This is an optimization exercise on Yosys and OpenROAD, whose aim is small area, not a production implementation. Function was checked by simulation only, so behaviour that the tests miss may differ from the original. Power is estimated from default activity; no workload was simulated.

## config.mk

```make
export PLATFORM = sky130hd
export DESIGN_NAME = ps_engine
export DESIGN_NICKNAME = ps_engine
export VERILOG_FILES = /design/flow/design.v
export SDC_FILE = /design/flow/constraint.sdc
export NUM_CORES = 4
export LEC_CHECK = 0
export CAP_MARGIN = 20
export CORE_MARGIN = 2
export CORE_UTILIZATION = 65
export PLACE_DENSITY = 0.75
export SLEW_MARGIN = 20
```

## constraint.sdc

```tcl
create_clock -name core_clock -period 10.0 [get_ports {clk}]
set_input_delay 2.0000 -clock core_clock [delete_from_list [all_inputs] [get_ports {clk}]]
set_output_delay 2.0000 -clock core_clock [all_outputs]
set_load 0.01 [all_outputs]
```

## design.v

```verilog
module ps_engine (
    input             clk,
    input             rst,           
    input             two_pads,      
    input             req_valid,
    output            req_ready,
    input      [31:0] req_word,
    output            rsp_valid,
    output      [1:0] rsp_status,
    output      [1:0] rsp_tag,
    output     [15:0] rsp_buttons,
    output     [31:0] rsp_axes,
    output     [95:0] rsp_pressure,
    output      [3:0] rsp_flags,
    output      [7:0] rsp_level1,
    output      [7:0] rsp_level2,
    output      [4:0] rsp_len,
    output            cfg_req,
    input             cfg_ack,
    input             cfg_err,
    output reg        rel,
    output            xb_valid,
    output            xb_ch,
    output            xb_first,
    output            xb_last,
    output      [7:0] xb_tx,
    input             xb_ack,
    input       [7:0] xb_rx,
    input             xb_err
);
    localparam [1:0] L_UNINIT = 2'd0, L_READY = 2'd1, L_FAILED = 2'd2, L_CLOSED = 2'd3;
    localparam [1:0] ST_OK = 2'd0, ST_INVALID = 2'd1, ST_TFAIL = 2'd2;
    localparam [3:0] OP_INIT = 4'h1, OP_POLL_ALL = 4'h2, OP_SET_LEVEL = 4'h3,
                     OP_SET_ANALOG = 4'h4, OP_SET_MOTOR = 4'h5, OP_READ_KEY = 4'h6,
                     OP_READ_PAD = 4'h7, OP_CLOSE = 4'h8;
    localparam [2:0] F_POLL = 3'd0, F_ENTER = 3'd1, F_MODE = 3'd2, F_INITP = 3'd3,
                     F_ALLP = 3'd4, F_EXIT = 3'd5, F_MOTOR = 3'd6, F_LEVEL = 3'd7;
    localparam [2:0] S_IDLE = 3'd0, S_RSP = 3'd1, S_XV = 3'd2, S_CLR = 3'd3,
                     S_CFG = 3'd4, S_ST = 3'd5, S_PASS = 3'd6, S_W17 = 3'd7;
    reg  [2:0] state;
    reg  [5:0] ph;                     
    reg  [8:0] r [0:35];               
    reg  [7:0] bq;                     
    reg  [1:0] life;
    reg        two_q;                  
    reg        inv_q;                  
    reg  [2:0] frame;                  
    reg        mot_q;                  
    reg        ch_q;
    reg        b0_q, b1_q;             
    reg  [4:0] idx;                    
    integer i;
    assign rsp_status = {~inv_q & (life == L_FAILED), inv_q};
    wire [3:0] w_op  = req_word[3:0];
    wire       w_ch  = req_word[4];
    wire [7:0] w_a0  = req_word[15:8];
    wire [7:0] w_a1  = req_word[23:16];
    wire       rsv_bad = (req_word[7:5] != 3'd0) || (req_word[31:24] != 8'd0);
    reg        dec_invalid;
    reg        per_channel;
    always @* begin
        dec_invalid = 1'b0;
        per_channel = 1'b0;
        case (w_op)
            OP_INIT, OP_POLL_ALL, OP_CLOSE:
                dec_invalid = w_ch || (w_a0 != 8'd0) || (w_a1 != 8'd0);
            OP_SET_LEVEL, OP_SET_ANALOG, OP_SET_MOTOR:
                per_channel = 1'b1;
            OP_READ_KEY, OP_READ_PAD: begin
                per_channel = 1'b1;
                dec_invalid = (w_a0 != 8'd0) || (w_a1 != 8'd0);
            end
            default:
                dec_invalid = 1'b1;
        endcase
        if (rsv_bad)
            dec_invalid = 1'b1;
    end
    wire ch_bad = per_channel && w_ch && !two_q;
    reg        rej;           
    reg  [1:0] rej_status;
    always @* begin
        rej = 1'b1;
        rej_status = ST_INVALID;
        if (dec_invalid)                                       rej_status = ST_INVALID;
        else if (ch_bad)                                       rej_status = ST_INVALID;
        else if (life == L_CLOSED)                             rej_status = ST_INVALID;
        else if (w_op == OP_INIT && life != L_UNINIT)          rej_status = ST_INVALID;
        else if (life == L_UNINIT && w_op != OP_INIT && w_op != OP_CLOSE)
                                                               rej_status = ST_INVALID;
        else if (life == L_FAILED && w_op != OP_CLOSE)         rej_status = ST_TFAIL;
        else                                                   rej = 1'b0;
    end
    wire [7:0] R3 = r[34][7:0];
    wire [7:0] R4 = r[32][7:0];
    wire       m_is9  = r[30][8];
    wire       m_is21 = r[28][8];
    wire       m_nz   = m_is9 | m_is21;
    assign rsp_tag = {r[32][8] & m_nz, r[34][8] & m_nz};
    assign rsp_buttons = ~{R3[2], R3[1], R4[1], R4[3], R4[0], R4[2], R3[3], R3[0],
                           R4[7], R4[6], R4[5], R4[4], R3[5], R3[7], R3[6], R3[4]};
    assign rsp_axes = {r[24][7:0], r[26][7:0], r[28][7:0], r[30][7:0]};
    genvar g;
    generate
        for (g = 0; g < 12; g = g + 1) begin : g_pr
            assign rsp_pressure[8*g +: 8] = r[22 - 2*g][7:0];
        end
        for (g = 0; g < 8; g = g + 1) begin : g_l2
            assign rsp_level2[g] = r[16 - 2*g][8];
        end
    endgenerate
    assign rsp_flags  = {r[20][8], r[22][8], r[24][8], r[26][8]};
    assign rsp_level1 = {8{r[18][8]}};
    assign rsp_len    = {m_is21, m_is9, m_is21, 1'b0, m_nz};
    wire [7:0] l2_win = {r[3][8], r[5][8], r[7][8], r[9][8],
                         r[11][8], r[13][8], r[15][8], r[17][8]};
    wire       l1_win = r[17][8];
    wire       is_poll  = (frame == F_POLL);
    wire       fr_last  = (idx == (is_poll ? 5'd20 : 5'd8));
    wire       seq_last = (frame == F_EXIT) || (is_poll && (ch_q || !two_q));
    reg  [7:0] cmd_byte;
    always @* begin
        cmd_byte = 8'h00;
        case (idx)
            5'd0: cmd_byte = 8'h01;
            5'd1: case (frame)
                      F_POLL:  cmd_byte = 8'h42;
                      F_ENTER: cmd_byte = 8'h43;
                      F_EXIT:  cmd_byte = 8'h43;
                      F_MODE:  cmd_byte = 8'h44;
                      F_INITP: cmd_byte = 8'h40;
                      F_ALLP:  cmd_byte = 8'h4F;
                      default: cmd_byte = 8'h4D;
                  endcase
            5'd2: cmd_byte = 8'h00;
            5'd3: case (frame)
                      F_POLL:  cmd_byte = {8{b0_q}};
                      F_ENTER: cmd_byte = 8'h01;
                      F_EXIT:  cmd_byte = 8'h00;
                      F_MODE:  cmd_byte = b0_q ? 8'h01 : 8'h00;
                      F_INITP: cmd_byte = 8'h00;
                      F_ALLP:  cmd_byte = 8'hFF;
                      default: cmd_byte = b0_q ? 8'h00 : 8'hFF;
                  endcase
            5'd4: case (frame)
                      F_POLL:  cmd_byte = bq;
                      F_ENTER: cmd_byte = 8'h00;
                      F_EXIT:  cmd_byte = 8'h5A;
                      F_MODE:  cmd_byte = b1_q ? 8'h03 : 8'h00;
                      F_INITP: cmd_byte = 8'h02;
                      F_ALLP:  cmd_byte = 8'hFF;
                      default: cmd_byte = b1_q ? 8'h01 : 8'hFF;
                  endcase
            5'd5: case (frame)
                      F_EXIT:  cmd_byte = 8'h5A;
                      F_ALLP:  cmd_byte = 8'h03;
                      F_MOTOR: cmd_byte = 8'hFF;
                      default: cmd_byte = 8'h00;
                  endcase
            5'd6, 5'd8: case (frame)
                      F_EXIT:  cmd_byte = 8'h5A;
                      F_MOTOR: cmd_byte = 8'hFF;
                      default: cmd_byte = 8'h00;
                  endcase
            5'd7: case (frame)
                      F_EXIT:  cmd_byte = 8'h5A;
                      F_INITP: cmd_byte = 8'h5A;
                      F_MOTOR: cmd_byte = 8'hFF;
                      default: cmd_byte = 8'h00;
                  endcase
            default: cmd_byte = 8'h00;
        endcase
    end
    assign xb_valid = (state == S_XV);
    assign xb_ch    = ch_q;
    assign xb_first = (idx == 5'd0);
    assign xb_last  = fr_last;
    assign xb_tx    = {cmd_byte[0], cmd_byte[1], cmd_byte[2], cmd_byte[3],
                       cmd_byte[4], cmd_byte[5], cmd_byte[6], cmd_byte[7]};
    assign cfg_req  = (state == S_CFG);
    assign rsp_valid = (state == S_RSP);
    assign req_ready = (state == S_IDLE);
    wire [7:0] rx_log = {xb_rx[0], xb_rx[1], xb_rx[2], xb_rx[3],
                         xb_rx[4], xb_rx[5], xb_rx[6], xb_rx[7]};
    wire [1:0] bq_cls = (bq == 8'h79) ? 2'd3 :
                        (bq == 8'h73) ? 2'd2 :
                        (bq == 8'h41) ? 2'd1 : 2'd0;
    wire [4:0] hq   = ph[5:1];                       
    wire       hit  = (ph[0] == ch_q) && (hq == idx);
    wire       at17 = (ph == {5'd20, ch_q});
    wire       st_wr = (state == S_ST) && hit;
    reg        nb8;
    always @* begin
        case (hq)
            5'd3:    nb8 = bq_cls[0];
            5'd4:    nb8 = bq_cls[1];
            5'd5:    nb8 = !is_poll;
            5'd6:    nb8 = is_poll;
            5'd7, 5'd9, 5'd11:
                     nb8 = b0_q;
            5'd8, 5'd10:
                     nb8 = b1_q;
            default: nb8 = bq[hq[2:0] ^ 3'd4];
        endcase
    end
    wire       keep8 = (hq == 5'd7 || hq == 5'd8) ? (mot_q | is_poll) :
                       (hq == 5'd9 || hq == 5'd10) ? (!mot_q | is_poll) : 1'b0;
    wire       we8 = (state == S_CLR) || ((state == S_PASS) && hit && !keep8);
    wire       nv8 = (state == S_CLR) ? (hq >= 5'd11) : nb8;
    wire [8:0] head = {we8 ? nv8 : r[35][8], st_wr ? bq : r[35][7:0]};
    always @(posedge clk) begin
        r[0] <= head;
        for (i = 1; i < 36; i = i + 1)
            r[i] <= r[i - 1];
    end
    always @(posedge clk) begin
        rel       <= 1'b0;
        ph        <= (ph == 6'd41) ? 6'd6 : ph + 6'd1;
        if (rst) begin
            two_q <= two_pads;
            life  <= L_UNINIT;
            state <= S_CLR;
            ph    <= 6'd6;
        end else begin
            case (state)
                S_CLR: if (ph == 6'd41) state <= S_IDLE;
                S_IDLE: if (req_valid) begin
                    inv_q <= 1'b0;
                    ch_q  <= w_ch;
                    b0_q  <= (w_a0 != 8'd0);
                    b1_q  <= (w_a1 != 8'd0);
                    bq    <= w_a1;
                    mot_q <= w_op[0];
                    frame <= (w_op == OP_POLL_ALL) ? F_POLL :
                             (w_op == OP_SET_LEVEL) ? F_LEVEL : F_ENTER;
                    idx   <= 5'd0;
                    if (rej) begin
                        inv_q <= (rej_status == ST_INVALID);
                        state <= S_RSP;
                    end else begin
                        case (w_op)
                            OP_INIT:
                                state <= S_CFG;
                            OP_POLL_ALL, OP_SET_ANALOG, OP_SET_MOTOR:
                                state <= S_XV;
                            OP_SET_LEVEL: begin
                                idx   <= 5'd11;        
                                state <= S_PASS;
                            end
                            OP_READ_KEY, OP_READ_PAD:
                                state <= S_W17;
                            default: begin             
                                if (life != L_UNINIT)
                                    rel <= 1'b1;
                                life  <= L_CLOSED;
                                state <= S_RSP;
                            end
                        endcase
                    end
                end
                S_CFG: if (cfg_ack) begin
                    state <= S_RSP;
                    life  <= cfg_err ? L_FAILED : L_READY;
                end
                S_W17: if (at17) begin
                    b0_q  <= l1_win;
                    state <= is_poll ? S_XV : S_RSP;
                end
                S_XV: if (xb_ack) begin
                    bq <= rx_log;
                    if (fr_last && xb_err) begin
                        life  <= L_FAILED;
                        state <= S_RSP;
                    end else if (idx == 5'd1) begin
                        idx   <= 5'd3;                 
                        state <= S_PASS;
                    end else if (idx >= 5'd3) begin
                        state <= S_ST;
                    end else begin
                        idx <= idx + 5'd1;
                        if (is_poll && idx == 5'd2)
                            state <= S_W17;
                    end
                end
                S_ST: if (hit) begin
                    if (fr_last) begin
                        idx <= 5'd0;
                        if (!seq_last) begin
                            if (is_poll)
                                ch_q <= 1'b1;
                            frame <= (frame == F_ENTER) ? (mot_q ? F_MOTOR : F_MODE) :
                                     (frame == F_MOTOR) ? F_EXIT :
                                     is_poll ? F_POLL : frame + 3'd1;
                            state <= S_XV;
                        end else begin
                            state <= S_RSP;
                        end
                    end else begin
                        idx <= idx + 5'd1;
                        if (is_poll && idx == 5'd3)
                            bq <= l2_win;
                        state <= S_XV;
                    end
                end
                S_PASS: if (hit) begin
                    idx <= idx + 5'd1;
                    if (idx == 5'd10) begin            
                        idx   <= 5'd2;
                        state <= S_XV;
                    end else if (idx == 5'd19) begin   
                        state <= S_RSP;
                    end
                end
                default: state <= S_IDLE;              
            endcase
        end
    end
endmodule
```

## flow/run.sh

```bash
#!/bin/bash
# Layout flow: the standard ORFS flow (standard.sh) with three changes.
#  1. After the standard synthesis, the combinational logic between the
#     registers is re-mapped by ABC with area-oriented scripts. Registers
#     (cells, instance names, connections) are left as they are. Each
#     candidate netlist is proven equivalent to the standard netlist with
#     yosys (equiv_simple/equiv_induct, matching ports and register state by
#     name); the smallest proven candidate
#     replaces 1_2_yosys.v. If none is proven, the standard netlist is kept.
#  2. Port buffers use sky130_fd_sc_hd__buf_1.
#  3. The clock tree uses clkbuf_4 with small sink clusters and no dummy loads.
# The remap candidates run four at a time (NUM_CORES is 4).
# Every tool writes its full output to a log_*.log file in the work folder.
set -euo pipefail
HERE=$(pwd)
PLAT=${FLOW_PLATFORM:-sky130hd}
YOSYS=${FLOW_HOME}/../tools/install/yosys/bin/yosys
[ -x "$YOSYS" ] || YOSYS=yosys
LIB=${FLOW_HOME}/platforms/${PLAT}/lib/sky130_fd_sc_hd__tt_025C_1v80.lib
export BUFFER_PORTS_ARGS="-buffer_cell sky130_fd_sc_hd__buf_1"
export CTS_ARGS="-sink_clustering_enable -repair_clock_nets -dont_use_dummy_load -buf_list sky130_fd_sc_hd__clkbuf_4 -sink_clustering_size 12 -sink_clustering_max_diameter 30"

bash standard.sh synth > log_synth.log 2>&1

R=$HERE/orfs/results/${PLAT}/ps_engine/base
cp "$R/1_2_yosys.v" "$HERE/remap_std.v"
DU=""
for c in $(cat "$HERE/flow/dont_use.txt"); do DU="$DU -dont_use $c"; done

remap() {   # remap NAME "abc commands;..."
  local n=$1
  printf '%s\n' "$2" | tr ';' '\n' > "$HERE/remap_$n.abc"
  cat > "$HERE/remap_$n.ys" <<EOY
read_liberty -ignore_miss_func $LIB
read_verilog $HERE/remap_std.v
hierarchy -top ps_engine
setattr -mod -set keep_hierarchy 1 sky130_fd_sc_hd__df* sky130_fd_sc_hd__edf* sky130_fd_sc_hd__sdf* sky130_fd_sc_hd__sedf* sky130_fd_sc_hd__dlx* sky130_fd_sc_hd__dlr* sky130_fd_sc_hd__dlclkp* sky130_fd_sc_hd__sdlclkp*
flatten
opt_clean -purge
abc -liberty $LIB $DU -script $HERE/remap_$n.abc
opt_clean -purge
hilomap -singleton -hicell sky130_fd_sc_hd__conb_1 HI -locell sky130_fd_sc_hd__conb_1 LO
insbuf -buf sky130_fd_sc_hd__buf_4 A X
select ps_engine
tee -o $HERE/remap_$n.stat stat -liberty $LIB
write_verilog -noattr -noexpr -nohex -nodec -selected $HERE/remap_$n.v
EOY
  timeout 600 "$YOSYS" -s "$HERE/remap_$n.ys" > "$HERE/log_remap_$n.log" 2>&1 || return 1
  cat > "$HERE/equiv_$n.ys" <<EOY
read_liberty -ignore_miss_func $LIB
read_verilog $HERE/remap_std.v
rename ps_engine gold
read_verilog $HERE/remap_$n.v
rename ps_engine gate
flatten gold gate
rename -hide w:_*
opt_clean
equiv_make gold gate eq
hierarchy -top eq
equiv_simple -seq 2
equiv_induct
equiv_status -assert
EOY
  timeout 600 "$YOSYS" -s "$HERE/equiv_$n.ys" > "$HERE/log_equiv_$n.log" 2>&1 || return 1
  awk '/Chip area/ {print $NF}' "$HERE/remap_$n.stat" | tail -1
}

SCRIPTS=(
  "strash;dc2;dc2;dch -f;map -a;topo"
  "strash;dc2;&get -n;&dch -f;&nf -p -R 1000;&put;topo"
  "strash;&get -n;&deepsyn -T 10 -S 0;&put;&get -n;&dch -f;&nf -p -R 1000;&put;topo"
  "strash;&get -n;&deepsyn -T 10 -S 1;&put;&get -n;&dch -f;&nf -p -R 1000;&put;topo"
  "strash;&get -n;&deepsyn -T 10 -S 2;&put;&get -n;&dch -f;&nf -p -R 1000;&put;topo"
  "strash;&get -n;&deepsyn -T 10 -S 3;&put;&get -n;&dch -f;&nf -p -R 1000;&put;topo"
  "strash;&get -n;&deepsyn -T 10 -S 0;&put;dch -f;map -a;topo"
  "strash;&get -n;&deepsyn -T 10 -S 2;&put;dch -f;map -a;topo"
)
# run the candidates four at a time
n=${#SCRIPTS[@]}
for ((i=1; i<=n; i++)); do
  ( if a=$(remap $i "${SCRIPTS[$((i-1))]}"); then echo "$a" > "$HERE/remap_$i.ok"; fi ) &
  if (( i % 4 == 0 )); then wait; fi
done
wait
best=""; best_area=""
for ((i=1; i<=n; i++)); do
  if [ -f "$HERE/remap_$i.ok" ]; then
    a=$(cat "$HERE/remap_$i.ok")
    echo "remap $i: area $a (${SCRIPTS[$((i-1))]})" >> "$HERE/log_remap_summary.log"
    if [ -z "$best" ] || awk "BEGIN{exit !($a < $best_area)}"; then best=$i; best_area=$a; fi
  else
    echo "remap $i: failed or not proven (${SCRIPTS[$((i-1))]})" >> "$HERE/log_remap_summary.log"
  fi
done
if [ -n "$best" ]; then
  echo "using remap $best ($best_area)" >> "$HERE/log_remap_summary.log"
  cp "$HERE/remap_$best.v" "$R/1_2_yosys.v"
  touch "$R/1_2_yosys.v"
else
  echo "using the standard netlist" >> "$HERE/log_remap_summary.log"
fi

bash standard.sh finish > log_finish.log 2>&1
```

## flow/dont_use.txt

```
sky130_fd_sc_hd__probe_p_8 sky130_fd_sc_hd__probec_p_8 sky130_fd_sc_hd__lpflow_bleeder_1 sky130_fd_sc_hd__lpflow_clkbufkapwr_1 sky130_fd_sc_hd__lpflow_clkbufkapwr_16 sky130_fd_sc_hd__lpflow_clkbufkapwr_2 sky130_fd_sc_hd__lpflow_clkbufkapwr_4 sky130_fd_sc_hd__lpflow_clkbufkapwr_8 sky130_fd_sc_hd__lpflow_clkinvkapwr_1 sky130_fd_sc_hd__lpflow_clkinvkapwr_16 sky130_fd_sc_hd__lpflow_clkinvkapwr_2 sky130_fd_sc_hd__lpflow_clkinvkapwr_4 sky130_fd_sc_hd__lpflow_clkinvkapwr_8 sky130_fd_sc_hd__lpflow_decapkapwr_12 sky130_fd_sc_hd__lpflow_decapkapwr_3 sky130_fd_sc_hd__lpflow_decapkapwr_4 sky130_fd_sc_hd__lpflow_decapkapwr_6 sky130_fd_sc_hd__lpflow_decapkapwr_8 sky130_fd_sc_hd__lpflow_inputiso0n_1 sky130_fd_sc_hd__lpflow_inputiso0p_1 sky130_fd_sc_hd__lpflow_inputiso1n_1 sky130_fd_sc_hd__lpflow_inputiso1p_1 sky130_fd_sc_hd__lpflow_inputisolatch_1 sky130_fd_sc_hd__lpflow_isobufsrc_1 sky130_fd_sc_hd__lpflow_isobufsrc_16 sky130_fd_sc_hd__lpflow_isobufsrc_2 sky130_fd_sc_hd__lpflow_isobufsrc_4 sky130_fd_sc_hd__lpflow_isobufsrc_8 sky130_fd_sc_hd__lpflow_isobufsrckapwr_16 sky130_fd_sc_hd__lpflow_lsbuf_lh_hl_isowell_tap_1 sky130_fd_sc_hd__lpflow_lsbuf_lh_hl_isowell_tap_2 sky130_fd_sc_hd__lpflow_lsbuf_lh_hl_isowell_tap_4 sky130_fd_sc_hd__lpflow_lsbuf_lh_isowell_4 sky130_fd_sc_hd__lpflow_lsbuf_lh_isowell_tap_1 sky130_fd_sc_hd__lpflow_lsbuf_lh_isowell_tap_2 sky130_fd_sc_hd__lpflow_lsbuf_lh_isowell_tap_4 
```

## standard.sh

```bash
#!/bin/bash
# synth_recipe.tcl (not shown) runs the flow's synth.tcl, then flattens the netlist and writes it again
# the make line also repeats each setting of config.mk as NAME=value (left out here)
make -C /OpenROAD-flow-scripts/flow DESIGN_CONFIG=/design/flow/config.mk WORK_HOME=/design/flow/orfs CLKGATE_MAP_FILE= SYNTH_SCRIPT=/design/flow/synth_recipe.tcl "${@:-finish}"
```

==> flow_summary.yaml, run 1 <==
outcome:
  outcome: "no timing/DRC/antenna violations"
power_and_ir_drop:
  p_int_uw: 1820
  p_seq_share_pct: 65.3
  p_switching_uw: 619.6
  ir_worst_vdd_v: 0.0001683
  combinationalPowerShare_pct: 10.2
  leakage_uw: 0.004053
  switching_share_pct: 25.39
  clkPwrFrac_pct: 24.5
  powerDensity_nw_per_um2: 229.9
  power.total_uw: 2440
detailed_routing:
  drt-total-wl_um: 18780
  dr.pass1.iters: 5
  drc: 0
  ant_nets: 0
  num_vias: 5985
  dr.first_iter.drc_count: 468
  wire_per_inst_um: 16.51
  via_per_inst: 5.264
final_layout:
  final_cell_mix: "dfxtp_1 (336), buf_1 (235), nand2_1 (49)"
  multi_input_area_um2: 1674
  final_nets: 1006
  layout_commonest_cell: "dfxtp_1"
  area_growth_pct: 13.83
  postLayoutCoreUtil_pct: 76.17
  ff_latch_area_um2: 7387
  n_fill_cell: 938
  layout-drive-gt1-share_pct: 4.812
timing:
  final-setup-viol-count: 0
  worstMarginPinSlew_ns: 0.8364
  hold_ws_ns: 0.2673
  period_needed_ns: 5.320
  grt_setup_unrepaired: "no"
  hold_violations: 0
  post-route-period-util_pct: 53.20
  max_freq_mhz: 188.0
  setup_tns_ns: 0
  relSlewSlack_pct: 44.04
  finalMaxSlewViolations: 0
  skew_ns: 0.1035
logic_synthesis:
  netlist_area_um2: 9324
  synth.avg_cell_area_um2: 13.38
  synth_nets: 745
  yosysWarnings: 2
  synthCells: 697
die:
  boundaryPins: 237
  rows: 43
  die_w_um: 123.8
  die_height_um: 123.8
  start_util_pct: 66.91
  die_area_um2: 15320
  core_um2: 13930
grt:
  overflow: 0
  gr-usage-met3_pct: 6.914
  antenna_found_initial: 1
  grtUsageTotal_pct: 23.96
  grt_busiest_layer: "met2"
  grt_pass1_wl_um: 28080
  grt_max_degree: 22
  use_met1_pct: 31.65
  met2_usage_pct: 38.15
  first_global_vias: 5661
setup_path:
  critical_path_class: "reg2out"
  cpMostUsedCell: "o21ai_0"
  worstPathMaxFanout: 17
  reg2regPathDepth: 8
  endpoint_kind: "primary output"
  slowest_delay_ns: 0.70
  slowest_stage: "edfxtp_1"
  crit_chain: "clkinv_1 -> a211oi_1 -> o21ai_0 -> or3_1 -> nand2_1 -> o21ai_0 -> nand2_1 -> a21o_1 -> o31ai_1 -> o21ai_0 -> buf_1"
  required_ns: 8.00
  cp.buffers_inverters: 2
  cp.depth: 11
  crit_arrival_ns: 3.32
  startpoint_type: "register"
  critical-path-top-delay-family: "compound AO/OA/AOI/OAI gates"
cts:
  cts_buffer_depth: 3
  clk_latency_ns: 0.64
  cts_post_setup_buffers_inserted: 0
  cts_made_buffers: 44
  cts.sinks: 358
  clkTransAtPathRegs_ns: 0.09
  tritoncts: "yes"
  ctsHoldBuffers: 0
  ctsResizeCount: 0
  cts-root-buf: "clkbuf_4"
  htreeDepth: 2
placed_design:
  dp_hpwl_um: 13790
  place.gp.congestion: 0.8903
  io_buffers: 235
hold_path:
  hp-class: "reg2reg"
  min_path_cells: 0
job:
  max_cap_violations: 0
[power by group through the flow]
stage / registers [uW] / logic [uW] / clock network [uW]
after floorplan: 1610 / 174 / 0
after global placement: 1620 / 241 / 0
after detailed placement: 1620 / 244 / 0
after CTS: 1590 / 246 / 615
after global routing: 1600 / 271 / 669
final: 1590 / 249 / 598
[flip-flops by register name (all words and copies together) (netlist names)]
register  cells
state         3
mot_q         1
ch_q          1
idx           5
b1_q          1
two_q         1
frame         3
bq            8
life          2
inv_q         1
ph            6
rel           1
b0_q          1
r           324
[layout make-up]
type | instances | share of cell area, %
multi-input cells | 290 | 15.77
well taps | 180 | 2.122
inverters | 28 | 0.9902
flip-flops and latches | 358 | 69.60
repair buffers | 236 | 8.381
diodes | 1 | 0.02358
clock buffers | 44 | 3.112
[final timing paths]
path | start | end | slack, ns
setup / recovery | idx[0] | xb_tx[5] | 4.68
hold / removal | r[3][8] | r[4][8] | 0.27
hold reg to reg | r[3][8] | r[4][8] | 0.27
setup reg to reg | frame[2] | state[1] | 7.17
[layer usage]
layer,vias to the layer above,routed length [um],part of all wire [%]
li1,2868,-,-
met1,2781,8009,43
met2,310,8783,47
met3,26,1727,9.2
met4,0,257,1.4
met5,-,0,0
[worst register-to-register path: stages (launching register included)]
cell	delay, ns
edfxtp_1	0.63
or3_1	0.62
nor4_1	0.32
a22o_1	0.34
o21ai_0	0.20
nand2_1	0.10
o311ai_0	0.16
o32ai_1	0.24
o21ai_0	0.13
[through the flow]
| step | cells | instance area (um^2) | setup slack (ns) |
|---|---|---|---|
| final | 1137 | 10610 | 4.680 |
| after global routing | 1137 | 10610 | 4.432 |
| after CTS | 1136 | 10610 | 4.716 |
| after detailed placement | 1092 | 10280 | 5.310 |
| after global placement | 1092 | 10280 | 5.451 |
| after floorplan | 697 | 9324 | 5.815 |
==> run 2, diff against run 1 <==
--- a/design.v
+++ b/design.v
@@ -37,4 +37,4 @@
                      F_ALLP = 3'd4, F_EXIT = 3'd5, F_MOTOR = 3'd6, F_LEVEL = 3'd7;
-    localparam [2:0] S_IDLE = 3'd0, S_RSP = 3'd1, S_XV = 3'd2, S_CLR = 3'd3,
-                     S_CFG = 3'd4, S_ST = 3'd5, S_PASS = 3'd6, S_W17 = 3'd7;
+    localparam [2:0] S_ST = 3'd0, S_W17 = 3'd1, S_CLR = 3'd2, S_PASS = 3'd3,
+                     S_CFG = 3'd4, S_IDLE = 3'd5, S_RSP = 3'd6, S_XV = 3'd7;
     reg  [2:0] state;
--- a/flow/run.sh
+++ b/flow/run.sh
@@ -74,4 +74,4 @@
   "strash;&get -n;&deepsyn -T 10 -S 3;&put;&get -n;&dch -f;&nf -p -R 1000;&put;topo"
-  "strash;&get -n;&deepsyn -T 10 -S 0;&put;dch -f;map -a;topo"
-  "strash;&get -n;&deepsyn -T 10 -S 2;&put;dch -f;map -a;topo"
+  "strash;&get -n;&deepsyn -T 30 -S 0;&put;&get -n;&dch -f;&nf -p -R 1000;&put;topo"
+  "strash;&get -n;&deepsyn -T 10 -S 0;&put;dch -f;amap;topo"
 )
==> run 2 against run 1 <==
Design area down 0.59%. Register-to-register slack worse by 0.06 ns. Non-clock buffer count increased by 1. First-iteration DRC count fell by 43%. Power down 15%. Clock power decreased by 3%. Via count is 2.5% lower. Synthesized area decreased by 0.59%. Global-route usage up 0.40 points.
==> flow_summary.yaml, run 2 <==
outcome:
  outcome: "no timing/DRC/antenna violations"
final_layout:
  instances_no_fill: 1121
  area_growth_pct: 13.84
  final_nets: 990
  n_fill_cell: 918
  reg_top3: "r (324), bq (8), ph (6)"
  layout_commonest_cell: "dfxtp_1"
  largest_reg_flops: 324
  final_cell_mix: "dfxtp_1 (336), buf_1 (235), nand2_1 (57)"
  largest_register: "r"
  layout-drive-gt1-share_pct: 4.787
timing:
  final-setup-viol-count: 0
  max_freq_mhz: 199.2
  relSlewSlack_pct: 46.01
  skew_ns: 0.07751
  finalMaxSlewViolations: 0
  hold_violations: 0
  setup_tns_ns: 0
  period_needed_ns: 5.019
  post-route-period-util_pct: 50.19
  grt_setup_unrepaired: "no"
  worstMarginPinSlew_ns: 0.8024
cts:
  cts_made_buffers: 42
  cts_post_setup_buffers_inserted: 0
  clk_latency_ns: 0.63
  cts-root-buf: "clkbuf_4"
  cts.sinks: 358
  tritoncts: "yes"
  ctsHoldBuffers: 0
  clkTransAtPathRegs_ns: 0.11
  htreeDepth: 2
  ctsResizeCount: 0
  cts_buffer_depth: 3
detailed_routing:
  ant_nets: 0
  drt-total-wl_um: 18930
  num_vias: 5836
  wire_per_inst_um: 16.88
  drc: 0
  via_per_inst: 5.206
  dr.first_iter.drc_count: 266
  dr.pass1.iters: 5
setup_path:
  crit_arrival_ns: 3.02
  critical_path_class: "reg2out"
  slowest_stage: "edfxtp_1"
  endpoint_kind: "primary output"
  startpoint_type: "register"
  worstPathMaxFanout: 12
  crit_chain: "or3_1 -> a21oi_1 -> a32oi_1 -> a21oi_1 -> a21boi_0 -> nor2_1 -> a211o_1 -> buf_1"
  cpMostUsedCell: "a21oi_1"
  required_ns: 8.00
  slowest_delay_ns: 0.56
logic_synthesis:
  synthCells: 682
  netlist_area_um2: 9269
  synth_nets: 730
  yosysWarnings: 2
  synth.avg_cell_area_um2: 13.59
die:
  start_util_pct: 66.77
  die_height_um: 123.4
  die_area_um2: 15230
  boundaryPins: 237
  die_w_um: 123.4
  rows: 43
  core_um2: 13880
power_and_ir_drop:
  ir_worst_vdd_v: 0.0001531
  clkPwrFrac_pct: 28.1
  p_int_uw: 1659
  leakage_uw: 0.004022
  p_switching_uw: 420.3
  p_seq_share_pct: 70.1
  combinationalPowerShare_pct: 1.8
  switching_share_pct: 20.22
  powerDensity_nw_per_um2: 197.0
placed_design:
  place.gp.congestion: 0.8458
  dp_cells: 1078
  dp_hpwl_um: 13790
  io_buffers: 235
grt:
  first_global_vias: 5668
  grt_pass1_wl_um: 28430
  overflow: 0
  grtUsageTotal_pct: 24.36
  grt_max_degree: 16
  antenna_found_initial: 1
hold_path:
  hp-class: "reg2reg"
job:
  max_cap_violations: 0
[run 2: final cells by class]
cell class / instances / area (um^2) / share of cell area, %
sequential: 358 / 7387 / 70.01
multi-input combinational: 275 / 1619 / 15.34
inverter: 28 / 105.1 / 0.9961
antenna: 1 / 2.502 / 0.02372
tap: 180 / 225.2 / 2.134
clock buffer: 42 / 315.3 / 2.988
timing repair buffer: 237 / 897.1 / 8.502
[run 2: stage by stage]
stage          total power [uW]  util, %  instance area [um^2]  hold slack [ns]  worst slack [ns]
2_1_floorplan              1510        -                  9269           0.3096             6.042
3_3_place_gp               1526    73.72                 10230           0.3104             5.712
3_5_place_dp               1527    73.72                 10230           0.3128             5.633
4_1_cts                    2095    76.00                 10550           0.3010             4.999
5_1_grt                    2154    76.01                 10550           0.3021             4.757
6_report                   2079    76.01                 10550           0.2972             4.981
[run 2: critical path, delay by kind of cell (launching register included)]
kind / cells / cell delay [ns]
AO/OA/AOI/OAI: 5 / 1.05
buffers and inverters: 1 / 0.14
flip-flops: 1 / 0.56
AND/OR/NAND/NOR: 2 / 0.71
[run 2: worst paths after layout]
kind                            cells after the start  slack (ns)        to     from
worst min register to register                      0        0.30   r[2][6]  r[1][6]
worst max register to register                     11        7.11  state[0]   idx[2]
worst min-delay path                                0        0.30   r[2][6]  r[1][6]
worst max-delay path                                8        4.98  xb_tx[5]   idx[2]
[run 2: metal layers]
metal	up-vias	GRT usage, %	share of wire, %
li1	2816	-	-
met1	2716	31.09	42
met2	277	40.38	48
met3	27	5.443	8.1
met4	0	9.801	1.8
met5	-	0	0
[run 2: power groups by stage]
stage          combinational, uW  sequential [uW]  clock (uW)
2_1_floorplan               22.1             1490           0
3_3_place_gp                36.4             1490           0
3_5_place_dp                37.7             1490           0
4_1_cts                     38.1             1460         600
5_1_grt                     42.3             1460         652
6_report                    38.3             1460         583
==> run 3, diff against run 2 <==
--- a/flow/run.sh
+++ b/flow/run.sh
@@ -20,3 +20,3 @@
 export BUFFER_PORTS_ARGS="-buffer_cell sky130_fd_sc_hd__buf_1"
-export CTS_ARGS="-sink_clustering_enable -repair_clock_nets -dont_use_dummy_load -buf_list sky130_fd_sc_hd__clkbuf_4 -sink_clustering_size 12 -sink_clustering_max_diameter 30"
+export CTS_ARGS="-sink_clustering_enable -repair_clock_nets -dont_use_dummy_load -buf_list sky130_fd_sc_hd__clkbuf_4 -sink_clustering_size 10 -sink_clustering_max_diameter 35"
 
==> run 3 against run 2 <==
Wire length rose by 0.15%. Final cell count is 0.18% higher. Design area up 0.19%. Critical path type unchanged. Highest routed layer unchanged.
==> flow_summary.yaml, run 3 <==
outcome:
  outcome: "no timing/DRC/antenna violations"
timing:
  worstMarginPinSlew_ns: 0.7711
  relSlewSlack_pct: 48.15
  setup_tns_ns: 0
  hold_ws_ns: 0.2706
  finalMaxSlewViolations: 0
  post-route-period-util_pct: 50.51
  hold_violations: 0
  skew_ns: 0.07611
  period_needed_ns: 5.051
  setup_slack_ns: 4.949
  final-setup-viol-count: 0
  grt_setup_unrepaired: "no"
  max_freq_mhz: 198.0
detailed_routing:
  num_vias: 5877
  met3WireLength_um: 1687
  top_layer_used: "met4"
  drt-total-wl_um: 18960
  dr.first_iter.drc_count: 350
  drc: 0
  ant_nets: 0
  wire_per_inst_um: 16.88
  dr.pass1.iters: 5
  met1Wirelength_um: 7969
  met2_length_um: 8954
  via_per_inst: 5.233
final_layout:
  ff_latch_area_um2: 7387
  multi_input_area_um2: 1619
  final_nets: 993
  n_fill_cell: 912
  area_growth_pct: 14.05
  final_cell_mix: "dfxtp_1 (336), buf_1 (235), nand2_1 (57)"
  layout-drive-gt1-share_pct: 5.090
  design_area_um2: 10570
  largest_reg_flops: 324
  num_antenna_cells: 0
  reg_top3: "r (324), bq (8), ph (6)"
  layout_commonest_cell: "dfxtp_1"
  largest_register: "r"
cts:
  clkTransAtPathRegs_ns: 0.10
  htreeDepth: 2
  ctsHoldBuffers: 0
  cts_made_buffers: 45
  cts-root-buf: "clkbuf_4"
  clk_latency_ns: 0.62
  cts.sinks: 358
  tritoncts: "yes"
  cts_buffer_depth: 3
  ctsResizeCount: 0
  cts_post_setup_buffers_inserted: 0
logic_synthesis:
  netlist_area_um2: 9269
  synth.avg_cell_area_um2: 13.59
  synthCells: 682
  yosysWarnings: 2
  synth_nets: 730
placed_design:
  postPlaceCellArea_um2: 10230
  dp_hpwl_um: 13790
  place.gp.congestion: 0.8458
  place_ws_ns: 5.633
  io_buffers: 235
die:
  boundaryPins: 237
  start_util_pct: 66.77
  rows: 43
  core_um2: 13880
  die_area_um2: 15230
  die_height_um: 123.4
  die_w_um: 123.4
hold_path:
  hp-class: "reg2reg"
job:
  max_cap_violations: 0
power_and_ir_drop:
  leakage_uw: 0.004036
  ir_worst_vdd_v: 0.0001261
  p_int_uw: 1672
  p_switching_uw: 428.8
  clkPwrFrac_pct: 28.8
  switching_share_pct: 20.41
  combinationalPowerShare_pct: 1.8
  p_seq_share_pct: 69.4
  powerDensity_nw_per_um2: 198.7
grt:
  grt_pass1_wl_um: 28500
  grt_max_degree: 16
  grtUsageTotal_pct: 24.27
  antenna_found_initial: 0
  first_global_vias: 5767
  overflow: 0
setup_path:
  startpoint_type: "register"
  worstPathMaxFanout: 12
  required_ns: 8.00
  crit_arrival_ns: 3.05
  endpoint_kind: "primary output"
  critical_path_class: "reg2out"
## run 3: path summary, 6_finish.rpt
| check | from | endpoint | slack, ns | cells past startpoint |
|---|---|---|---|---|
| hold / removal | r[0][4] | r[1][4] | 0.27 | 0 |
| setup / recovery | idx[2] | xb_tx[5] | 4.95 | 8 |
| setup reg to reg | idx[2] | state[0] | 7.13 | 11 |
| hold reg to reg | r[0][4] | r[1][4] | 0.27 | 0 |
## run 3: power groups by stage
stage / registers [uW] / clock network, uW / logic [uW]
after floorplan: 1490 / 0 / 22.1
after global placement: 1490 / 0 / 36.4
after detailed placement: 1490 / 0 / 37.7
after CTS: 1460 / 625 / 38.0
after global routing: 1460 / 678 / 42.2
final: 1460 / 605 / 38.4
## run 3: metal layers
layer,up-vias,global-route usage (%)
met3,35,5.858
met4,0,9.091
met1,2724,30.89
met5,-,0
li1,2822,-
met2,296,40.32
## run 3: final cells by class
class / count / share of cell area, %
sequential: 358 / 69.88
multi-input combinational: 275 / 15.32
timing repair buffer: 237 / 8.486
clock buffer: 45 / 3.196
tap: 180 / 2.130
inverter: 28 / 0.9942
## run 3: metrics by stage
stage | util [%] | power, uW | std cells
2_1_floorplan | - | 1510 | 682
3_3_place_gp | 73.72 | 1526 | 1078
3_5_place_dp | 73.72 | 1527 | 1078
4_1_cts | 76.16 | 2119 | 1123
5_1_grt | 76.16 | 2179 | 1123
6_report | 76.16 | 2100 | 1123
## run 3: critical path, cell delays in order (launching register included)
cell,delay [ns]
edfxtp_1,0.56
or3_1,0.47
a21oi_1,0.40
a32oi_1,0.15
a21oi_1,0.17
a21boi_0,0.19
nor2_1,0.25
a211o_1,0.14
buf_1,0.14
==> run 4, diff against run 3 <==
--- a/flow/run.sh
+++ b/flow/run.sh
@@ -68,8 +68,8 @@
 SCRIPTS=(
+  "strash;&get -n;&deepsyn -T 60 -S 0;&put;&get -n;&dch -f;&nf -p -R 1000;&put;topo"
+  "strash;&get -n;&deepsyn -T 60 -S 1;&put;&get -n;&dch -f;&nf -p -R 1000;&put;topo"
+  "strash;&get -n;&deepsyn -T 60 -S 2;&put;&get -n;&dch -f;&nf -p -R 1000;&put;topo"
+  "strash;&get -n;&deepsyn -T 60 -S 3;&put;&get -n;&dch -f;&nf -p -R 1000;&put;topo"
   "strash;dc2;dc2;dch -f;map -a;topo"
   "strash;dc2;&get -n;&dch -f;&nf -p -R 1000;&put;topo"
-  "strash;&get -n;&deepsyn -T 10 -S 0;&put;&get -n;&dch -f;&nf -p -R 1000;&put;topo"
-  "strash;&get -n;&deepsyn -T 10 -S 1;&put;&get -n;&dch -f;&nf -p -R 1000;&put;topo"
-  "strash;&get -n;&deepsyn -T 10 -S 2;&put;&get -n;&dch -f;&nf -p -R 1000;&put;topo"
-  "strash;&get -n;&deepsyn -T 10 -S 3;&put;&get -n;&dch -f;&nf -p -R 1000;&put;topo"
   "strash;&get -n;&deepsyn -T 30 -S 0;&put;&get -n;&dch -f;&nf -p -R 1000;&put;topo"
==> run 4 against run 3 <==
Non-clock buffer count is the same. Setup slack gained 0.15 ns. Wire length shrank 0.60%. Sequential share of layout area grew 0.25 points. Critical path type unchanged.
==> flow_summary.yaml, run 4 <==
detailed_routing:
  drc: 0
  via_per_inst: 5.203
  drt-total-wl_um: 18840
  num_vias: 5833
  ant_nets: 0
  dr.pass1.iters: 5
  dr.first_iter.drc_count: 307
  wire_per_inst_um: 16.81
final_layout:
  multi_input_area_um2: 1584
  layout_commonest_cell: "dfxtp_1"
  reg_top3: "r (324), bq (8), ph (6)"
  n_fill_cell: 917
  postLayoutCoreUtil_pct: 75.89
  largest_register: "r"
  largest_reg_flops: 324
  area_growth_pct: 14.14
  ff_latch_area_um2: 7387
  final_cell_mix: "dfxtp_1 (336), buf_1 (235), nand2_1 (54)"
  final_nets: 989
  layout-drive-gt1-share_pct: 5.005
power_and_ir_drop:
  ir_worst_vdd_v: 0.0001764
  powerDensity_nw_per_um2: 198.8
  leakage_uw: 0.003960
timing:
  finalMaxSlewViolations: 0
  max_freq_mhz: 204.3
  skew_ns: 0.06635
  period_needed_ns: 4.896
  hold_ws_ns: 0.3087
  final-setup-viol-count: 0
  grt_setup_unrepaired: "no"
  relSlewSlack_pct: 43.11
  hold_violations: 0
  worstMarginPinSlew_ns: 0.8507
  post-route-period-util_pct: 48.96
  setup_tns_ns: 0
setup_path:
  worstPathMaxFanout: 10
  slowest_stage: "edfxtp_1"
  startpoint_type: "register"
  slowest_delay_ns: 0.56
  crit_arrival_ns: 2.90
  endpoint_kind: "primary output"
  crit_chain: "clkinv_1 -> nor2_1 -> nand2_1 -> a211oi_1 -> a311oi_1 -> nor2_1 -> a21oi_1 -> o31ai_1 -> buf_1"
  critical_path_class: "reg2out"
  rrSetupSlack_ns: 7.02
  cpMostUsedCell: "nor2_1"
  required_ns: 8.00
cts:
  cts.sinks: 358
  tritoncts: "yes"
  ctsResizeCount: 0
  cts_buffer_depth: 3
  ctsHoldBuffers: 0
  clkTransAtPathRegs_ns: 0.09
  cts_post_setup_buffers_inserted: 0
  htreeDepth: 2
  clk_latency_ns: 0.61
  cts_made_buffers: 44
  cts-root-buf: "clkbuf_4"
job:
  max_cap_violations: 0
placed_design:
  place.gp.congestion: 0.9347
  io_buffers: 235
  dp_hpwl_um: 13720
grt:
  overflow: 0
  antenna_found_initial: 2
  grt_pass1_wl_um: 28550
  grt_max_degree: 16
  first_global_vias: 5618
  grtUsageTotal_pct: 24.45
logic_synthesis:
  netlist_area_um2: 9229
  synth.avg_cell_area_um2: 13.59
  synthCells: 679
  yosysWarnings: 2
  synth_nets: 727
die:
  die_w_um: 123.2
  start_util_pct: 66.49
  boundaryPins: 237
  die_area_um2: 15170
  die_height_um: 123.2
  core_um2: 13880
  rows: 43
hold_path:
  hp-class: "reg2reg"
outcome:
  outcome: "no timing/DRC/antenna violations"
-- run 4: layer usage --
layer	part of all wire (%)	wire length [um]	vias up	global-route usage, %
met5	0	0	-	0
met3	7.9	1482	40	6.365
met2	47	8842	301	38.53
met1	43	8015	2688	31.87
li1	-	-	2804	-
met4	2.7	501	0	11.08
-- run 4: critical path: cells and delay by family (launching register included) --
family                 cells  cell delay [ns]
and+or+nand+nor            3             0.77
AOI/OAI and AO/OA          4             0.56
DFF                        1             0.56
buffers and inverters      2             0.40
-- run 4: path summary, 6_finish.rpt --
path                 start  endpoint  cells past startpoint
setup / recovery    idx[0]  xb_tx[5]                      9
hold / removal    r[31][1]  r[32][1]                      0
setup reg to reg      ch_q      ch_q                      6
hold reg to reg   r[31][1]  r[32][1]                      0
-- run 4: final cells by class --
type | count | share of cell area [%]
diodes | 2 | 0.04751
clock buffers | 44 | 3.136
inverters | 28 | 0.9977
multi-input cells | 272 | 15.04
flip-flops and latches | 358 | 70.13
well taps | 180 | 2.138
repair buffers | 237 | 8.516
-- run 4: stage by stage --
step | cell area (um^2) | power, uW | cells | setup slack [ns]
2_1_floorplan | 9229 | 1510 | 679 | 6.189
3_5_place_dp | 10190 | 1528 | 1075 | 5.768
4_1_cts | 10520 | 2112 | 1119 | 5.089
6_report | 10530 | 2095 | 1121 | 5.104
5_1_grt | 10530 | 2172 | 1120 | 4.810
3_3_place_gp | 10190 | 1527 | 1075 | 5.854
-- run 4: where the power goes --
part / leakage (uW) / internal, uW / switching [uW]
combinational: 0.000846 / 16.2 / 23.4
sequential: 0.00291 / 1450 / 8.77
clock: 0.000202 / 203 / 396
total: 0.00396 / 1670 / 428
==> run 5, diff against run 4 <==
--- a/design.v
+++ b/design.v
@@ -98,3 +98,3 @@
     wire       m_nz   = m_is9 | m_is21;
-    assign rsp_tag = {r[32][8] & m_nz, r[34][8] & m_nz};
+    assign rsp_tag = {r[32][8], r[34][8]};
     assign rsp_buttons = ~{R3[2], R3[1], R4[1], R4[3], R4[0], R4[2], R3[3], R3[0],
--- a/flow/run.sh
+++ b/flow/run.sh
@@ -72,6 +72,8 @@
   "strash;&get -n;&deepsyn -T 60 -S 3;&put;&get -n;&dch -f;&nf -p -R 1000;&put;topo"
+  "strash;&get -n;&deepsyn -T 60 -S 4;&put;&get -n;&dch -f;&nf -p -R 1000;&put;topo"
+  "strash;&get -n;&deepsyn -T 60 -S 5;&put;&get -n;&dch -f;&nf -p -R 1000;&put;topo"
+  "strash;&get -n;&deepsyn -T 60 -S 6;&put;&get -n;&dch -f;&nf -p -R 1000;&put;topo"
+  "strash;&get -n;&deepsyn -T 60 -S 7;&put;&get -n;&dch -f;&nf -p -R 1000;&put;topo"
+  "strash;&get -n;&deepsyn -T 30 -S 0;&put;&get -n;&dch -f;&nf -p -R 1000;&put;topo"
   "strash;dc2;dc2;dch -f;map -a;topo"
-  "strash;dc2;&get -n;&dch -f;&nf -p -R 1000;&put;topo"
-  "strash;&get -n;&deepsyn -T 30 -S 0;&put;&get -n;&dch -f;&nf -p -R 1000;&put;topo"
-  "strash;&get -n;&deepsyn -T 10 -S 0;&put;dch -f;amap;topo"
 )
==> run 5 against run 4 <==
Still clean on timing, DRC and antenna. Sequential share of layout area is 0.12 points higher. Utilization down 0.13 points. Clock power increased by 0.7%. Die area shrank 0.11%. Global-route usage up 0.079 points. Power up 11%. Critical endpoint is now xb_tx[1]. Largest cell class unchanged. Largest power group unchanged.
==> flow_summary.yaml, run 5 <==
logic_synthesis:
  synth_nets: 727
  yosysWarnings: 2
  synth.avg_cell_area_um2: 13.58
  netlist_area_um2: 9219
  synthCells: 679
power_and_ir_drop:
  switching_share_pct: 23.71
  clkPwrFrac_pct: 26.0
  p_seq_share_pct: 66.3
  combinationalPowerShare_pct: 7.7
  p_int_uw: 1769
  ir_worst_vdd_v: 0.0001563
  p_switching_uw: 549.9
  leakage_uw: 0.004023
  powerDensity_nw_per_um2: 220.5
detailed_routing:
  dr.first_iter.drc_count: 364
  drt-total-wl_um: 18880
  via_per_inst: 5.289
  drc: 0
  dr.pass1.iters: 5
  wire_per_inst_um: 16.86
  num_vias: 5924
  ant_nets: 0
final_layout:
  final_cell_mix: "dfxtp_1 (336), buf_1 (235), nand2_1 (52)"
  instances_no_fill: 1120
  area_growth_pct: 14.07
  postLayoutCoreUtil_pct: 75.76
  final_nets: 989
  largest_register: "r"
  layout_commonest_cell: "dfxtp_1"
  largest_reg_flops: 324
  reg_top3: "r (324), bq (8), ph (6)"
  layout-drive-gt1-share_pct: 4.899
  n_fill_cell: 872
  design_area_um2: 10520
grt:
  grt_max_degree: 16
  first_global_vias: 5717
  grt_pass1_wl_um: 28390
  overflow: 0
  grtUsageTotal_pct: 24.53
  antenna_found_initial: 1
setup_path:
  worstPathMaxFanout: 7
  reg2regPathDepth: 7
  startpoint_type: "register"
  critical_path_class: "reg2out"
  required_ns: 8.00
  endpoint_kind: "primary output"
  rrSetupSlack_ns: 6.87
  crit_path_start: "idx[4]"
  r2r_start: "idx[1]"
  crit_arrival_ns: 2.76
  r2r-end: "bq[6]"
timing:
  period_needed_ns: 4.761
  hold_ws_ns: 0.2672
  grt_setup_unrepaired: "no"
  max_freq_mhz: 210.0
  setup_tns_ns: 0
  final-setup-viol-count: 0
  hold_violations: 0
  skew_ns: 0.07780
  relSlewSlack_pct: 53.35
  post-route-period-util_pct: 47.61
  finalMaxSlewViolations: 0
  worstMarginPinSlew_ns: 0.6944
placed_design:
  place.gp.congestion: 0.9970
  io_buffers: 235
  dp_cells: 1074
  dp_hpwl_um: 13840
  postPlaceCellArea_um2: 10180
cts:
  clkTransAtPathRegs_ns: 0.09
  clk_latency_ns: 0.62
  cts_post_setup_buffers_inserted: 0
  cts_made_buffers: 45
  cts_buffer_depth: 3
  cts.sinks: 358
  ctsHoldBuffers: 0
  ctsResizeCount: 0
  tritoncts: "yes"
  htreeDepth: 2
  cts-root-buf: "clkbuf_4"
die:
  die_w_um: 123.1
  core_um2: 13880
  rows: 43
  die_height_um: 123.1
  start_util_pct: 66.41
  die_area_um2: 15150
  boundaryPins: 237
outcome:
  outcome: "no timing/DRC/antenna violations"
hold_path:
  hp-class: "reg2reg"
  min_from: "r[31][0]"
  min_to: "r[32][0]"
  min_path_cells: 0
job:
  max_cap_violations: 0
==> run 5: changes by cell type in the layout (fill, tap and decap cells not counted), sizes merged, moves of 3 or more <==
| cell | change |
|---|---|
| a21oi | +4 |
| and2 | -3 |
| nor2 | +4 |
| nor3 | -4 |
| nor4 | +6 |
| o211ai | -3 |
| or3 | +3 |
| xnor2 | -6 |
| xor2 | +3 |
==> run 5: worst max path at each step <==
stage	endpoint
finish	xb_tx[1]
global route	xb_tx[1]
CTS	xb_tx[6]
detailed placement	xb_tx[1]
global placement	xb_tx[1]
floorplan	xb_tx[6]
==> run 5: per-layer routing <==
metal  GRT usage, %  share of wire [%]  routed length (um)  up-vias
met3          5.351                8.5                1611       44
met1          31.22                 41                7770     2751
met5              0                  0                   0        -
met2          40.09                 47                8889      331
met4          11.65                3.2                 606        0
li1               -                  -                   -     2798
==> run 5: area by class of cell <==
class | instances | area (um^2) | area share (%)
Multi-Input combinational cell | 274 | 1577 | 14.99
Inverter | 26 | 97.59 | 0.9280
Sequential cell | 358 | 7387 | 70.24
Antenna cell | 1 | 2.502 | 0.02380
Timing Repair Buffer | 236 | 889.6 | 8.459
Tap cell | 180 | 225.2 | 2.142
Clock buffer | 45 | 337.8 | 3.212
==> run 5: worst max-delay path, cell delays in order (launching register included) <==
cell	delay, ns
edfxtp_1	0.51
nor3_1	0.47
nand2_1	0.19
a211o_1	0.27
o31ai_1	0.09
a31oi_1	0.14
o21ai_0	0.20
a21oi_1	0.07
o21ai_0	0.09
buf_1	0.19
==> run 5: power by group through the flow <==
stage / Clock (uW) / Combinational (uW) / Sequential, uW
final: 603 / 179 / 1540
after global routing: 678 / 196 / 1540
after CTS: 622 / 177 / 1540
after detailed placement: 0 / 176 / 1570
after global placement: 0 / 177 / 1570
after floorplan: 0 / 118 / 1560
==> run 5: stage by stage <==
step | total power, uW | setup slack, ns
final | 2319 | 5.239
after global routing | 2418 | 4.959
after CTS | 2336 | 5.244
after detailed placement | 1744 | 5.850
after global placement | 1742 | 5.901
after floorplan | 1682 | 6.244

[re-timing with driven ports]
The results above use ideal ports. As a check the final layouts listed here were re-extracted and re-timed, cells and wires unchanged. Step 1 assumes that a clkbuf_16 drives the clock port and a buf_2 every other input. Step 2, shift: input delay + t, output delay - t, t = (earliest + latest rising clock arrival at the registers) / 2. This alone moves slack from input paths to output paths. Three values: ideal, step 1, step 2; two values: the first two.
| run | shift t [ns] | slack for setup (ns) | worst setup path after step 2 | latest minus earliest clock arrival (ns) | worst slew at a driven data input, ns |
|---|---|---|---|---|---|
| run 1 | 0.638 | 4.680 / 4.637 / 5.276 | register to output | 0.111 / 0.111 | 0.05 |
| run 2 | 0.631 | 4.981 / 4.941 / 5.572 | register to output | 0.092 / 0.091 | 0.05 |
| run 3 | 0.621 | 4.949 / 4.913 / 5.535 | register to output | 0.081 / 0.081 | 0.05 |
| run 4 | 0.621 | 5.104 / 5.064 / 5.685 | register to output | 0.070 / 0.070 | 0.05 |
| run 5 | 0.624 | 5.239 / 5.200 / 5.808 | input to register | 0.091 / 0.090 | 0.03 |
After both steps every run listed still meets setup and hold.
